From an optimization exercise on the open Yosys and OpenROAD flow, aimed at small area; shortcuts taken in it are not production practice.
In this exercise RTL edits were held to simulation tests only and were not proved equivalent to the original.
The clock port is modelled as an ideal driver; clocking choices that lean on that would not hold on a real chip.
Power is estimated from default activity; no workload was simulated.

==> umber: inputs <==
// pfrb
module pfrb (
    input  wire        clk,
    input  wire        rst,
    input  wire        in_valid,
    input  wire [7:0]  in_data,
    output wire        in_ready,
    input  wire        rx_fault,
    input  wire        cmd_valid,
    input  wire [8:0]  cmd,
    output reg         resp_valid,
    output reg  [46:0] resp
);
==> flow/config.mk <==
export PLATFORM = sky130hd
export DESIGN_NAME = pfrb
export DESIGN_NICKNAME = pfrb
export VERILOG_FILES = /design/flow/design.v
export SDC_FILE = /design/flow/constraint.sdc
export NUM_CORES = 8
export LEC_CHECK = 0
export CAP_MARGIN = 20
export CORE_MARGIN = 2
export CORE_UTILIZATION = 65
export CTS_BUF_LIST = sky130_fd_sc_hd__clkbuf_8
export CTS_CLUSTER_DIAMETER = 80
export CTS_CLUSTER_SIZE = 16
export PLACE_DENSITY = 0.75
export SLEW_MARGIN = 20
==> flow/constraint.sdc <==
create_clock -name core_clock -period 10.0 [get_ports {clk}]
set_input_delay 2.0000 -clock core_clock [delete_from_list [all_inputs] [get_ports {clk}]]
set_output_delay 2.0000 -clock core_clock [all_outputs]
set_load 0.01 [all_outputs]
standard.sh (not shown) runs the stock make flow with config.mk's settings and CLKGATE_MAP_FILE= SYNTH_SCRIPT=/design/flow/synth_recipe.tcl, a recipe that flattens the netlist after the stock synthesis.
==> flow/flow/run.sh <==
#!/bin/bash
# Own flow: the standard layout (standard.sh, all steps to finish) with
# these changes:
#  - synthesis: the combinational logic is mapped by ABC with an
#    area-oriented script (flow/area.abc) instead of ORFS's
#    abc_speed.script. Flip-flop mapping (dfflibmap) runs before ABC and is
#    unchanged, so the registers, their names and cell types are those of
#    the standard synthesis.
#  - CTS: the same clock_tree_synthesis call as ORFS makes from the
#    CTS_* settings, plus -dont_use_dummy_load.
#  - after global route (flow/clkfix.tcl): clock buffers whose flip-flop
#    clock pins would see a slew above 115 ps are upsized to clkbuf_16.
# Each step's full output is in orfs/logs/...; make's output in flow_make.log.
set -euo pipefail
here=$(pwd)
export MY_ABC_SCRIPT="$here/flow/area.abc"
{
  echo 'proc abc {args} {'
  echo '  set i [lsearch -exact $args -script]'
  echo '  if { $i >= 0 } { lset args [expr {$i + 1}] $::env(MY_ABC_SCRIPT) }'
  echo '  yosys abc {*}$args'
  echo '}'
  cat synth_recipe.tcl
} > my_synth.tcl
sed "s#SYNTH_SCRIPT=[^ ]*synth_recipe.tcl#SYNTH_SCRIPT=$here/my_synth.tcl#" standard.sh > my_standard.sh
grep -q "SYNTH_SCRIPT=$here/my_synth.tcl" my_standard.sh
CTS_SIZE=$(sed -n 's/^export CTS_CLUSTER_SIZE = //p' config.mk)
CTS_DIAM=$(sed -n 's/^export CTS_CLUSTER_DIAMETER = //p' config.mk)
CTS_BUFS=$(sed -n 's/^export CTS_BUF_LIST = //p' config.mk)
bash my_standard.sh \
  "CTS_ARGS=-sink_clustering_enable -repair_clock_nets -sink_clustering_size $CTS_SIZE -sink_clustering_max_diameter $CTS_DIAM -buf_list $CTS_BUFS -dont_use_dummy_load" \
  "POST_GLOBAL_ROUTE_TCL=$here/flow/clkfix.tcl" \
  finish > flow_make.log 2>&1
Other scripts of this flow, unchanged in this note and not shown: flow/flow/area.abc, flow/flow/clkfix.tcl
==> inputs of pepper, as changes to umber <==
--- a/flow/design.v
+++ b/flow/design.v
@@ -28,15 +28,15 @@
     reg        rfull;         
     reg        rpm_ok;        
     reg [5:0]  snap_z;
     reg [5:0]  ph;            
     reg [2:0]  wtgt;          
     reg        wpend;         
     reg [5:0]  pc;            
-    reg        xn;            
+    reg        cn;            
     reg [BW*6-1:0] ring;      
     reg [BW*6-1:0] snap;
     wire [2:0] op  = cmd[2:0];
     wire cmd_snap = cmd_valid && (op == 3'd1);
     wire [5:0] ring_z;
     genvar zb;
     generate
@@ -61,83 +61,57 @@
     end
     wire match  = (in_data == marker_byte);
     wire is55   = (in_data == 8'h55);
     wire [7:0] cmp_p = cnt[0] ? prev_start[15:8] : prev_start[7:0];
     wire       cmp_f = cnt[0] ? ltf : 1'b0;
     wire [8:0] cmp_d = {1'b0, in_data} - {1'b0, cmp_p} - {8'd0, cmp_f};
     wire       cmp_lt = cmp_d[8];
-    function [5:0] slot1h;
-        input integer p;
-        input [5:0] p1h;
-        integer bb;
-        begin
-            for (bb = 0; bb < 6; bb = bb + 1)
-                slot1h[bb] = p1h[(p - bb + 6) % 6];
-        end
-    endfunction
-    function [2:0] enc6;
-        input [5:0] v;
-        integer i;
-        begin
-            enc6 = 3'd0;
-            for (i = 0; i < 6; i = i + 1)
-                if (v[i]) enc6 = enc6 | i[2:0];
-        end
-    endfunction
-    function [5:0] dec6;
-        input [2:0] v;
-        integer i;
-        begin
-            for (i = 0; i < 6; i = i + 1) dec6[i] = (v == i);
-        end
-    endfunction
-    wire [5:0] s5_1h = slot1h(5, ph);
-    wire [5:0] s1_1h = slot1h(1, ph);
-    wire [2:0] sport = enc6(s5_1h);
-    wire [5:0] wtgt1h = dec6(wtgt);
-    wire wr_now = (commit && sport == wblk) || (wpend && sport == wtgt);
-    wire [5:0] hold1h = wpend ? wtgt1h : 6'd0;
-    wire [5:0] pce    = cmd_snap ? 6'h3f : pc;              
-    wire [5:0] nocp   = (cmd_snap ? wpend : (xn && wpend)) ? hold1h : 6'd0;
-    wire [5:0] cpok   = pce & ~nocp;
-    wire cp0 = |(cpok & s5_1h);
-    wire cp2 = |(cpok & s1_1h);
+    wire [5:0] sport1h = {ph[0], ph[1], ph[2], ph[3], ph[4], ph[5]};
+    reg  [2:0] sport;
+    integer ks;
+    always @(*) begin
+        sport = 3'd0;
+        for (ks = 0; ks < 6; ks = ks + 1)
+            if (sport1h[ks]) sport = sport | ks[2:0];
+    end
+    wire pc_port = |(pc & sport1h);
+    wire wr_now  = (commit && sport == wblk) || (wpend && sport == wtgt);
+    wire new_blk = wpend && cn;                        
+    wire cp_now  = cmd_snap ? !(wpend && sport == wtgt)
+                            : pc_port && !(new_blk && sport == wtgt);
     wire [BW-1:0] nblk  = {sr, prev_start};           
-    wire [BW-1:0] r5 = ring[BW*5 +: BW];
-    wire [BW-1:0] r1 = ring[BW*1 +: BW];
-    always @(posedge clk) begin
-        ring <= {ring[0 +: BW*5], wr_now ? nblk : r5};
-        snap <= {snap[BW*4 +: BW],
-                 snap[BW*3 +: BW],
-                 snap[BW*2 +: BW],
-                 cp2 ? r1 : snap[BW*1 +: BW],
-                 snap[BW*0 +: BW],
-                 cp0 ? r5 : snap[BW*5 +: BW]};
-    end
-    wire [5:0] pc_next = pce & ~((cp0 ? s5_1h : 6'd0) | (cp2 ? s1_1h : 6'd0));
+    wire [BW-1:0] r_out = ring[BW*5 +: BW];
+    wire [BW-1:0] s_out = snap[BW*5 +: BW];
+    always @(posedge clk) begin
+        ring <= {ring[0 +: BW*5], wr_now ? nblk : r_out};
+        snap <= {snap[0 +: BW*5], cp_now ? r_out : s_out};
+    end
     always @(posedge clk) begin
         if (rst) begin
             ph    <= 6'd1;
             wpend <= 1'b0;
             wtgt  <= 3'd0;
             pc    <= 6'd0;
-            xn    <= 1'b0;
+            cn    <= 1'b0;
         end else begin
             ph <= {ph[4:0], ph[5]};
             if (commit)
                 wtgt <= wblk;
             if (commit && sport != wblk)
                 wpend <= 1'b1;
             else if (wpend && sport == wtgt)
                 wpend <= 1'b0;
-            pc <= pc_next;
             if (cmd_snap)
-                xn <= wpend;
-            else if (!(|(pc_next & wtgt1h)))
-                xn <= 1'b0;
+                pc <= 6'h3f;
+            if (cp_now)
+                pc[sport] <= 1'b0;
+            if (wpend && sport == wtgt)
+                cn <= 1'b0;
+            else if (cmd_snap)
+                cn <= wpend;
         end
     end
     always @(posedge clk) begin
         if (rst) begin
             phase   <= PH_IDLE;
             cnt     <= 5'd0;
             wblk    <= 3'd0;
@@ -196,31 +170,38 @@
         begin
             posof = 6'd0;
             for (pp = 0; pp < 6; pp = pp + 1)
                 for (bb = 0; bb < 6; bb = bb + 1)
                     if (p1h[(pp - bb + 6) % 6] && b1h[bb]) posof[pp] = 1'b1;
         end
     endfunction
-    wire [5:0] nx1h = xn ? (pc & wtgt1h) : 6'd0;
+    function [5:0] dec6;
+        input [2:0] v;
+        integer i;
+        begin
+            for (i = 0; i < 6; i = i + 1) dec6[i] = (v == i);
+        end
+    endfunction
+    wire [5:0] ncn1h = (wpend && cn) ? dec6(wtgt) : 6'd0;    
     wire [2:0] in_rb = cmd[8:6];
     wire [2:0] in_ri = cmd[5:3];
     wire [5:0] in_b1h  = dec6(in_rb);
     wire [5:0] in_hit  = posof(in_b1h, ph);
-    wire       in_new  = |(in_b1h & nx1h);
+    wire       in_new  = |(in_b1h & ncn1h);
     wire       in_pend = |(in_b1h & pc);
     wire       in_ring = in_pend && !in_new;
     wire       in_snap = !in_pend;
     reg [31:0] raw;       
     integer kr;
     always @(*) begin
         raw = {32{in_new}} & {nblk[BW-1 -: 16], nblk[15:0]};
         for (kr = 0; kr < 6; kr = kr + 1)
             raw = raw
                 | ({32{in_snap && in_hit[kr]}} & {snap[BW*kr+208 +: 16], snap[BW*kr +: 16]})
-                | ((kr != 0 && kr != 2) ? ({32{in_ring && in_hit[kr]}} & {ring[BW*kr+208 +: 16], ring[BW*kr +: 16]}) : 32'd0);
+                | ({32{in_ring && in_hit[kr]}} & {ring[BW*kr+208 +: 16], ring[BW*kr +: 16]});
     end
     wire [15:0] r_start = raw[15:0];
     wire [15:0] r_end   = raw[31:16];
     wire        wrap    = (r_end < r_start);
     wire [15:0] m0 = in_ri[0] ? r_end : r_start;
     wire [15:0] m1 = in_ri[1] ? r_end : r_start;
     wire [15:0] m2 = in_ri[2] ? r_end : r_start;
@@ -252,45 +233,42 @@
         rotc_q <= rotc;
     end
     wire [2:0] q_op  = cmd_q[2:0];
     wire [2:0] rb    = cmd_q[8:6];
     wire [2:0] ri    = cmd_q[5:3];
     wire [5:0] q_b1h  = dec6(rb);
     wire [5:0] q_hit  = posof(q_b1h, ph);
-    wire       q_new  = |(q_b1h & nx1h);
+    wire       q_new  = |(q_b1h & ncn1h);
     wire       q_pend = |(q_b1h & pc);
     wire       q_ring = q_pend && !q_new;
     wire       q_snap = !q_pend;
-    wire [47:0] ssel;
-    wire [15:0] rsel;     
+    wire [47:0] ssel, rsel;
     wire [7:0]  nsel;
     genvar g, h;
     generate
         for (h = 0; h < 8; h = h + 1) begin : g_nsel
             assign nsel[h] = q_new && (ri == h);
         end
         for (g = 0; g < 6; g = g + 1) begin : g_psel
             for (h = 0; h < 8; h = h + 1) begin : g_sel
                 assign ssel[g*8+h] = q_snap && q_hit[g] && (ri == h);
-                if (g >= 4) begin : g_rsel
-                    assign rsel[(g-4)*8+h] = q_ring && q_hit[g] && (ri == h);
-                end
+                assign rsel[g*8+h] = q_ring && q_hit[g] && (ri == h);
             end
         end
     endgenerate
     reg [23:0] smp;       
     integer k;
     always @(*) begin
         smp = 24'd0;
         for (k = 0; k < 8; k = k + 1)
             smp = smp | ({24{nsel[k]}} & nblk[16 + 24*k +: 24]);
         for (k = 0; k < 48; k = k + 1)
-            smp = smp | ({24{ssel[k]}} & snap[BW*(k/8) + 16 + 24*(k%8) +: 24]);
-        for (k = 0; k < 16; k = k + 1)
-            smp = smp | ({24{rsel[k]}} & ring[BW*(4 + k/8) + 16 + 24*(k%8) +: 24]);
+            smp = smp
+                | ({24{ssel[k]}} & snap[BW*(k/8) + 16 + 24*(k%8) +: 24])
+                | ({24{rsel[k]}} & ring[BW*(k/8) + 16 + 24*(k%8) +: 24]);
     end
     wire blk_z = snap_z[rb];
     wire [44:0] sdata = {ang_q, smp[15:0], smp[23:16]};
     always @(*) begin
         case (q_op)
             3'd0: resp = {2'd0, 44'd0, rotc_q};
             3'd2: begin
Settings changed: CORE_UTILIZATION 65 to 45, PLACE_DENSITY 0.75 to 0.55.
==> notes <==
- Of umber and pepper, pepper has the higher clock skew (gap 0.022 ns).
- Of pepper and umber, pepper has the higher maximum frequency (gap 0.39%, measured against umber).
- Of umber and pepper, umber has the higher global-route usage (gap 3.9 points).
- Of pepper and umber, pepper has the higher worst setup slack (gap 0.037 ns).
- Against umber, the die area of pepper is larger by 46%.
- Of pepper and umber, pepper has the higher count of clock-buffer cells in the layout (gap 2).
- Sequential cell count is the same in umber and pepper.
- Non-clock buffer count: pepper is higher than umber (78).
- Of pepper and umber, pepper has the higher total power (gap about 1.4%, measured against umber).
- Between umber and pepper, the lower clock power is in umber (gap about 4.6%, measured against pepper).
- Between pepper and umber, the lower final cell count is in umber (gap about 14%, measured against umber).

========
==> inputs of job 6915 <==
pfrb with an RTL version that a note above also has.
## pfrb
module pfrb (
    input  wire        clk,
    input  wire        rst,
    input  wire        in_valid,
    input  wire [7:0]  in_data,
    output wire        in_ready,
    input  wire        rx_fault,
    input  wire        cmd_valid,
    input  wire [8:0]  cmd,
    output reg         resp_valid,
    output reg  [46:0] resp
);
export LEC_CHECK = 0
export CAP_MARGIN = 20
export CORE_MARGIN = 2
export CORE_UTILIZATION = 65
export CTS_BUF_LIST = sky130_fd_sc_hd__clkbuf_8
export CTS_CLUSTER_DIAMETER = 50
export CTS_CLUSTER_SIZE = 16
export PLACE_DENSITY = 0.75
export SLEW_MARGIN = 20
create_clock -name core_clock -period 10.0 [get_ports {clk}]
==> flow/flow/area.abc <==
strash
dc2
&get -n
&st
&dch -f
&nf -R 1000 -a -p
&put
==> flow/flow/clkfix.tcl <==
proc clkfix_worst_slews {} {
  set worst [dict create]
  foreach pin [get_pins -hierarchical */CLK] {
    set w 0
    foreach e {rise fall} {
      set s [get_property $pin slew_max_$e]
      if {$s > $w} { set w $s }
    }
    set net [get_nets -of_objects $pin]
    foreach d [get_pins -of_objects $net -filter "direction==output"] {
      set inst [get_full_name [get_cells -of_objects $d]]
      if {![dict exists $worst $inst] || [dict get $worst $inst] < $w} { dict set worst $inst $w }
    }
  }
  return $worst
}
set clkfix_limit [expr {[info exists ::env(CLKFIX_LIMIT)] ? $::env(CLKFIX_LIMIT) : 0.115}]
estimate_parasitics -global_routing
set clkfix_list {}
dict for {inst w} [clkfix_worst_slews] {
  set master [get_property [get_cells $inst] ref_name]
  if {$w > $clkfix_limit && [string match sky130_fd_sc_hd__clkbuf_* $master] && $master ne "sky130_fd_sc_hd__clkbuf_16"} {
    lappend clkfix_list $inst
    puts "clkfix: $inst ($master) worst sink slew [format %.1f [expr {$w * 1000}]] ps"
  }
}
if {[llength $clkfix_list]} {
  global_route -start_incremental
  foreach inst $clkfix_list { replace_cell $inst sky130_fd_sc_hd__clkbuf_16 }
  detailed_placement
  global_route -end_incremental
  estimate_parasitics -global_routing
  dict for {inst w} [clkfix_worst_slews] {
    if {$w > $clkfix_limit} { puts "clkfix: still $inst [format %.1f [expr {$w * 1000}]] ps" }
  }
  write_guides $::env(RESULTS_DIR)/route.guide
}
puts "clkfix: upsized [llength $clkfix_list] clock buffers"
Scripts as last shown in full above: flow/flow/run.sh
==> job 2876 (differences from job 6915) <==
==> flow/design.v (replaced) <==
module pfrb (
    input  wire        clk,
    input  wire        rst,
    input  wire        in_valid,
    input  wire [7:0]  in_data,
    output wire        in_ready,
    input  wire        rx_fault,
    input  wire        cmd_valid,
    input  wire [8:0]  cmd,
    output reg         resp_valid,
    output reg  [46:0] resp
);
    localparam BW = 224;    
    localparam [1:0] PH_IDLE   = 2'b00;
    localparam [1:0] PH_HUNT   = 2'b10;
    localparam [1:0] PH_BODY   = 2'b11;
    localparam [1:0] PH_HALTED = 2'b01;
    reg [1:0]  phase;
    reg [4:0]  cnt;           
    reg [15:0] spd;           
    reg [15:0] prev_start;
    reg        ltf;           
    reg [207:0] sr;           
    reg [2:0]  wblk;          
    reg        rotc;
    reg [15:0] rpm_raw;
    reg        commit_q;      
    reg        rfull;         
    reg        rpm_ok;        
    reg [5:0]  snap_z;
    reg [BW*6-1:0] ring;
    reg [BW*6-1:0] snap;
    wire [2:0] op  = cmd[2:0];
    wire cmd_snap = cmd_valid && (op == 3'd1);
    wire [5:0] ring_z;
    genvar zb;
    generate
        for (zb = 0; zb < 6; zb = zb + 1) begin : g_rz
            assign ring_z[zb] = !rfull && (wblk <= zb);
        end
    endgenerate
    assign in_ready = phase[1];
    wire accept  = in_valid && in_ready && !rx_fault;
    wire in_body = phase[0];
    wire acc_body = accept && in_body;
    wire acc_hunt = accept && !in_body;
    wire commit  = acc_body && (cnt == 5'd31);
    reg [7:0] marker_byte;
    always @(*) begin
        case (cnt[1:0])
            2'd0:    marker_byte = 8'h55;
            2'd1:    marker_byte = 8'hAA;
            2'd2:    marker_byte = 8'h03;
            default: marker_byte = 8'h08;
        endcase
    end
    wire match  = (in_data == marker_byte);
    wire is55   = (in_data == 8'h55);
    wire [7:0] cmp_p = cnt[0] ? prev_start[15:8] : prev_start[7:0];
    wire       cmp_f = cnt[0] ? ltf : 1'b0;
    wire [8:0] cmp_d = {1'b0, in_data} - {1'b0, cmp_p} - {8'd0, cmp_f};
    wire       cmp_lt = cmp_d[8];
    always @(posedge clk) begin
        if (rst) begin
            phase   <= PH_IDLE;
            cnt     <= 5'd0;
            wblk    <= 3'd0;
            rotc    <= 1'b0;
            rfull   <= 1'b0;
            rpm_ok  <= 1'b0;
            snap_z  <= 6'h3f;
            commit_q <= 1'b0;
        end else begin
            commit_q <= commit;
            if (commit_q)
                rpm_ok <= 1'b1;
            if (cmd_valid && op == 3'd4 && phase == PH_IDLE)
                phase <= PH_HUNT;
            if (cmd_snap)
                snap_z <= ring_z;
            if (acc_hunt) begin
                if (match && cnt[1:0] == 2'd3) begin
                    phase <= PH_BODY;
                    cnt   <= 5'd0;
                end else if (match) begin
                    cnt   <= cnt + 5'd1;
                end else begin
                    cnt   <= {4'd0, is55};
                end
            end
            if (acc_body) begin
                cnt <= cnt + 5'd1;
            end
            if (commit) begin
                phase   <= PH_HUNT;
                wblk    <= (wblk == 3'd5) ? 3'd0 : wblk + 3'd1;
                if (wblk == 3'd5)
                    rfull <= 1'b1;
            end
            rotc <= (rotc && !cmd_snap) || (commit && ltf);
            if (rx_fault && phase != PH_HALTED)
                phase <= PH_HALTED;
        end
    end
    always @(posedge clk) begin
        if (acc_body && cnt[4:1] == 4'd1)
            ltf <= cmp_lt && !ring_z[0];
        if (acc_body && cnt == 5'd2) prev_start[7:0]  <= in_data;
        if (acc_body && cnt == 5'd3) prev_start[15:8] <= in_data;
        if (commit_q) rpm_raw <= spd;
        if (acc_body && cnt == 5'd0) spd[7:0]  <= in_data;
        if (acc_body && cnt == 5'd1) spd[15:8] <= in_data;
        if (acc_body && cnt >= 5'd4 && cnt <= 5'd29)
            sr <= {in_data, sr[207:8]};
    end
    genvar b;
    generate
        for (b = 0; b < 6; b = b + 1) begin : g_blk
            always @(posedge clk) begin
                if (commit && wblk == b)
                    ring[BW*b +: BW] <= {sr, prev_start};
                if (cmd_snap)
                    snap[BW*b +: BW] <= ring[BW*b +: BW];
            end
        end
    endgenerate
    reg [8:0] cmd_q;
    reg       rotc_q;
    always @(posedge clk) begin
        if (rst)
            resp_valid <= 1'b0;
        else
            resp_valid <= cmd_valid;
        cmd_q  <= cmd;
        rotc_q <= rotc;
    end
    wire [2:0] q_op  = cmd_q[2:0];
    wire [2:0] rb = cmd_q[8:6];
    wire [2:0] ri = cmd_q[5:3];
    wire [47:0] sel;
    wire [5:0]  bsel;
    genvar g, h;
    generate
        for (g = 0; g < 6; g = g + 1) begin : g_bsel
            assign bsel[g] = (rb == g);
            for (h = 0; h < 8; h = h + 1) begin : g_sel
                assign sel[g*8+h] = bsel[g] && (ri == h);
            end
        end
    endgenerate
    wire [2:0] in_rb = cmd[8:6];
    wire [2:0] in_ri = cmd[5:3];
    reg [31:0] raw;       
    integer kr;
    always @(*) begin
        raw = 32'd0;
        for (kr = 0; kr < 6; kr = kr + 1)
            raw = raw | ({32{in_rb == kr}} & {snap[BW*kr+208 +: 16], snap[BW*kr +: 16]});
    end
    wire [15:0] r_start = raw[15:0];
    wire [15:0] r_end   = raw[31:16];
    wire        wrap    = (r_end < r_start);
    wire [15:0] m0 = in_ri[0] ? r_end : r_start;
    wire [15:0] m1 = in_ri[1] ? r_end : r_start;
    wire [15:0] m2 = in_ri[2] ? r_end : r_start;
    wire [18:0] q  = {3'b0, r_start} + {3'b0, m0} + {2'b0, m1, 1'b0} + {1'b0, m2, 2'b0};
    reg  [20:0] c_wi;
    always @(*) begin
        case ({wrap, in_ri})
            4'b1001: c_wi = 21'd327680 - 21'd23040;
            4'b1010: c_wi = 21'd327680 - 21'd46080;
            4'b1011: c_wi = 21'd327680 - 21'd69120;
            4'b1100: c_wi = 21'd327680 - 21'd92160;
            4'b1101: c_wi = 21'd327680 - 21'd115200;
            4'b1110: c_wi = 21'd327680 - 21'd138240;
            4'b1111: c_wi = 21'd327680 - 21'd161280;
            default: c_wi = 21'd327680;
        endcase
    end
    reg [20:0] ang_q;
    always @(posedge clk)
        ang_q <= c_wi - {2'b0, q};
    reg [23:0] smp;       
    reg        blk_z;
    integer k;
    always @(*) begin
        smp   = 24'd0;
        blk_z = 1'b0;
        for (k = 0; k < 48; k = k + 1)
            smp = smp | ({24{sel[k]}} & snap[BW*(k/8) + 16 + 24*(k%8) +: 24]);
        for (k = 0; k < 6; k = k + 1) begin
            blk_z = blk_z | (bsel[k] & snap_z[k]);
        end
    end
    wire [44:0] sdata = {ang_q, smp[15:0], smp[23:16]};
    always @(*) begin
        case (q_op)
            3'd0: resp = {2'd0, 44'd0, rotc_q};
            3'd2: begin
                if (rb[2:1] == 2'b11)
                    resp = {2'd2, 45'd0};
                else if (blk_z)
                    resp = 47'd0;
                else
                    resp = {2'd0, sdata};
            end
            3'd3: resp = {2'd0, 29'd0, rpm_ok ? rpm_raw : 16'd0};
            3'd5, 3'd6, 3'd7: resp = {2'd1, 45'd0};
            default: resp = 47'd0;
        endcase
    end
endmodule
CORE_UTILIZATION = 70   (was 65)
PLACE_DENSITY = 0.8   (was 0.75)
==> job 4185 (differences from job 6915) <==
CORE_UTILIZATION = 45   (was 65)
PLACE_DENSITY = 0.55   (was 0.75)
==> out/metrics.cfg <==
[status]
status = no timing/DRC/antenna violations

[worst_setup_path]
slowest_stage = nand2_1

[synth]
synth_area_leader_cell = dfxtp_1
synthTopCellsByCount = dfxtp_1, a222oi_1, mux2_1, nand2_1, edfxtp_1
synth_edf_count = 257

[worst_hold_path]
hold_path_startpoint = ring[731]$_DFF_P_

[detailed_routing]
firstDrtPassIters = 13

[final_layout]
seq_cell_count = 3014

That was job 6915.
==> out/metrics.cfg <==
[worst_hold_path]
hold_path_startpoint = ring[633]$_DFF_P_

[final_layout]
clock_buffers = 231
buffer_area_share_pct = 2.805
seq_cell_count = 3014

[worst_setup_path]
slowest_stage = nor3b_1
crit_path_end = resp[13]

[status]
status = no timing/DRC/antenna violations

[synth]
synth_edf_count = 257
synth_area_leader_cell = dfxtp_1
synth_mux_area_share_pct = 6.277

That was job 4185.
==> out/metrics.cfg <==
[status]
status = no timing/DRC/antenna violations

[synth]
synth_edf_count = 2945
synth_area_leader_cell = edfxtp_1
synthTopCellsByCount = edfxtp_1, a222oi_1, nand2_1, a22oi_1, nor2_1

[detailed_routing]
firstDrtPassIters = 10

[final_layout]
seq_cell_count = 2997

[placement]
pre_cts_ws_ns = 1.278

That was job 2876.

-- afterwards: timing with drivers on the ports --
How much do the figures lean on ideal ports? The routed layouts below were timed once more, with nothing changed but the port constraints. Step 1: set_driving_cell puts a clkbuf_16 on clk and a buf_2 on each other input, an assumption about the parent block. Step 2 moves the port delays by t, midway between the first and last clock arrival at a register: inputs arrive t later, outputs are due t later. That takes back most of the time a late clock gives input paths. Slacks: ideal / step 1 / step 2; pairs: ideal / step 1.
run	t, ns	setup WS [ns]	hold slack, ns	worst register clock-pin slew, ns	worst data-port slew with drivers (ns)
umber	1.036	0.496 / 0.422 / -0.103	0.287 / 0.287 / 0.287	0.11 / 0.11	0.09
pepper	1.071	0.533 / 0.450 / 0.049	0.277 / 0.277 / 0.277	0.11 / 0.11	0.06
job 6915	1.049	0.600 / 0.510 / -0.191	0.277 / 0.277 / 0.277	0.11 / 0.11	0.11
job 2876	1.046	2.204 / 2.131 / 1.211	0.356 / 0.356 / 0.356	0.10 / 0.10	0.08
job 4185	1.065	0.631 / 0.548 / 0.022	0.233 / 0.233 / 0.233	0.11 / 0.11	0.06
With both steps, setup timing fails in umber and job 6915, where it was met with ideal ports. For job 2876, which loses most, drivers alone change the setup slack by -0.073 ns; drivers and shift together by -0.993 ns.
